Source: an optimization exercise on an open RTL-to-GDS flow (aim: small area, a short achievable clock period and few clock cycles). Production flows keep margins and buffers that such runs may drop.
In this exercise RTL edits were held to simulation tests only and were not proved equivalent to the original.
Power and IR drop assume default switching activity.

Design megacode_core, start of the top module:
module megacode_core (
    input  wire        clk,
    input  wire        rst,         
    input  wire [31:0] cmd_data,
    input  wire        cmd_valid,
    output wire        cmd_ready,
    output reg  [63:0] rec_data,
    output reg         rec_valid,
    input  wire        rec_ready
);
Size: about 440 flip-flops, roughly 100 I/O pins, about 0.023 sq mm of cells after synthesis.
==> flow/config.mk <==
export PLATFORM = sky130hd
export DESIGN_NAME = megacode_core
export DESIGN_NICKNAME = megacode_core
export VERILOG_FILES = /design/flow/design.v
export SDC_FILE = /design/flow/constraint.sdc
export NUM_CORES = 4
export LEC_CHECK = 0
export CAP_MARGIN = 20
export CORE_MARGIN = 2
export CORE_UTILIZATION = 40
export PLACE_DENSITY = 0.6
export SLEW_MARGIN = 20
==> flow/constraint.sdc <==
create_clock -name core_clock -period 17.0 [get_ports {clk}]
set_input_delay 3.4000 -clock core_clock [delete_from_list [all_inputs] [get_ports {clk}]]
set_output_delay 3.4000 -clock core_clock [all_outputs]
set_load 0.01 [all_outputs]
standard.sh (not shown) runs the stock make flow with config.mk's settings and CLKGATE_MAP_FILE= SYNTH_SCRIPT=/design/flow/synth_recipe.tcl, a recipe that flattens the netlist after the stock synthesis.
==> flow/flow/run.sh <==
#!/bin/bash
# Standard ORFS layout, with repair_timing aiming well below the 17 ns clock
# (the setup margin) and plain buf_2 cells as the port buffers.
set -euo pipefail
bash standard.sh SETUP_SLACK_MARGIN=12.5 "BUFFER_PORTS_ARGS=-buffer_cell sky130_fd_sc_hd__buf_2" finish > flow_make.log 2>&1
Testbench counts at the start, summed over its fixed seeds: cycles 1,080,735.
Next try:
--- a/flow/design.v
+++ b/flow/design.v
@@ -50,15 +50,14 @@
     reg [14:0]   cand_cnt, value_cnt;
     reg [1:0]    fault;       
     reg [2:0]    state;
     reg [1:0]    ctx;
     reg [2:0]    diag_id;
     reg          tol;         
     reg          f_brk, f15, f45, f75, f105;
-    reg  [2:0]   fstep;       
     wire c_reset   = (cw == 32'h1000_0000);
     wire c_setrate = (cw[31:24] == 8'h20) && (cw[23:0] != 24'd0);
     wire c_sample  = d_sample;
     wire c_end     = (cw == 32'h4000_0000);
     wire s_gt = !cw[15] && cw[14] && d_nz;      
     wire s_lt = cw[15] || !cw[14];              
     wire run_ok   = (fault == 2'd0);
@@ -78,15 +77,15 @@
     wire [15:0]   tmd = {1'b0, t11} - sb[15:0];
     wire pxd_le = (sb[19:15] == 5'd0) && !tmd[15];                    
     wire pxd_lt = pxd_le && (tmd != 16'd0);                            
     wire pbit    = vbits[0];
     wire bd_bit  = pbit ? f45 : f75;
     wire bd_fail = pbit ? (!f15 || f75) : (!f45 || f105);
     wire emit_run = rise && bv && !tol;
-    wire emit_e1  = (state == S_E1) && (fstep == 3'd0) && bv && ev;
+    wire emit_e1  = (state == S_E1) && bv && ev;
     wire emit_p   = emit_run || emit_e1;
     wire tg_nz    = (tg_cnt != 19'd0);
     wire tg_close = emit_p && tg_nz && f_brk;
     wire tg_add   = emit_p && !tg_close;
     wire cand24   = (tg_cnt == 19'd24);
     wire gdone    = ld && ((state == S_GROUP && !cand24) || state == S_BDREC);
     reg [19:0] diag_count;
@@ -146,58 +145,38 @@
     always @(posedge clk) begin
         rst_r  <= rst;
         rcmd_r <= !rst && other && c_reset;
     end
     always @(posedge clk) begin
         if (rst) crdy <= 1'b1;
         else crdy <= (nstate == S_IDLE) && !rv_next && !reset_all
-                     && !(t11_small && fstep_next != 3'd0)
                      && !(crdy && cmd_valid && !maybe_sample)
                      && !(cv && !proc);
     end
     always @(posedge clk) begin
         tol   <= (rise && !bv) || emit_run ? (t11 != 15'd0) :
                  (do_samp ? pxd_lt : pxd_le);
-        fstep <= reset_all ? 3'd0 : fstep_next;
-        case (fstep)
-            3'd1: f_brk <= fcmp;
-            3'd2: f15   <= fcmp;
-            3'd3: f45   <= fcmp;
-            3'd4: f75   <= fcmp;
-            3'd5: f105  <= fcmp;
-            default: ;
-        endcase
-    end
-    wire       b_set      = rise && (!bv || !tol);
-    wire [2:0] fstep_next = b_set ? 3'd1 : ((fstep == 3'd0 || fstep == 3'd5) ? 3'd0 : fstep + 1'b1);
-    wire       t11_small  = (t11 < 15'd6);
-    reg [17:0] fthr;
-    always @(*) begin
-        case (fstep)
-            3'd1:    fthr = t108;
-            3'd2:    fthr = {3'd0, t15};
-            3'd3:    fthr = {1'b0, t45};
-            3'd4:    fthr = {1'b0, t75};
-            default: fthr = t105;
-        endcase
+        f_brk <= (g > {2'd0, t108}) || (tex && g == {2'd0, t108});
+        f15   <= (g > {5'd0, t15});
+        f45   <= (g > {3'd0, t45});
+        f75   <= (g > {3'd0, t75});
+        f105  <= (g > {2'd0, t105});
     end
-    wire [20:0] fdif = {1'b0, g} - {3'b0, fthr} - ((fstep == 3'd1 && tex) ? 21'd0 : 21'd1);
-    wire        fcmp = !fdif[20];
     always @(*) begin
         nstate = state;
         case (state)
             S_IDLE: begin
                 if (other && run_ok && !c_reset) begin
                     if (c_setrate && idx == {IW{1'b0}}) nstate = S_CALC;
                     else if (c_end) nstate = S_E1;
                 end else if (emit_run && tg_close) begin
                     nstate = S_GROUP;
                 end
             end
-            S_E1:    if (fstep == 3'd0) nstate = tg_close ? S_GROUP : S_E2;
+            S_E1:    nstate = tg_close ? S_GROUP : S_E2;
             S_E2:    nstate = tg_nz ? S_GROUP : S_DIAG;
             S_CALC:  if (ck == 3'd5 && clast) nstate = S_IDLE;
             S_GROUP: if (ld) nstate = cand24 ? S_BDREC : after(ctx);
             S_BDREC: if (ld) nstate = after(ctx);
             S_DIAG:  if (ld && diag_id == 3'd4) nstate = S_DONE;
             default: if (ld) nstate = S_IDLE;    
         endcase
The new run completed with no timing, DRC or antenna violations.
Sequential power is about the same.
Setup slack is worse by 0.11 ns.
Wire length increases by 3.9%.
Design area grows by about 2.5%.
Global-route usage fell by 0.23 points.
Worst hold slack got worse by 0.0095 ns.
Clock power stays flat.
Via count came out higher by 0.96%.
Power decreases by about 4%.
Die area came out higher by about 3%.
Fmax decreases by 2.4%.
Area after synthesis goes up by about 3.2%.
Testbench counts after the change, summed over its fixed seeds: cycles 1,080,729.

## afterwards: timing with drivers on the ports
In the flow no input, the clock included, has a driving cell. The finished layouts below were timed again as built, in two steps. Step 1, drivers: a clkbuf_16 drives clk and a buf_2 each remaining input, both assumed. Step 2 also shifts input and output timing later by t, the mid clock arrival at the registers, as if the neighbouring blocks saw the same clock. Slacks: ideal / step 1 / step 2; pairs: ideal / step 1.
| run | t, ns | slack for setup (ns) | worst setup path at the end |
|---|---|---|---|
| the first run | 0.653 | 12.525 / 12.465 / 12.488 | input to register |
| the second run | 0.658 | 12.416 / 12.352 / 12.177 | input to register |
After both steps every run listed still meets setup and hold. For the second run, which loses most, drivers alone change the setup slack by -0.064 ns; drivers and shift together by -0.239 ns.
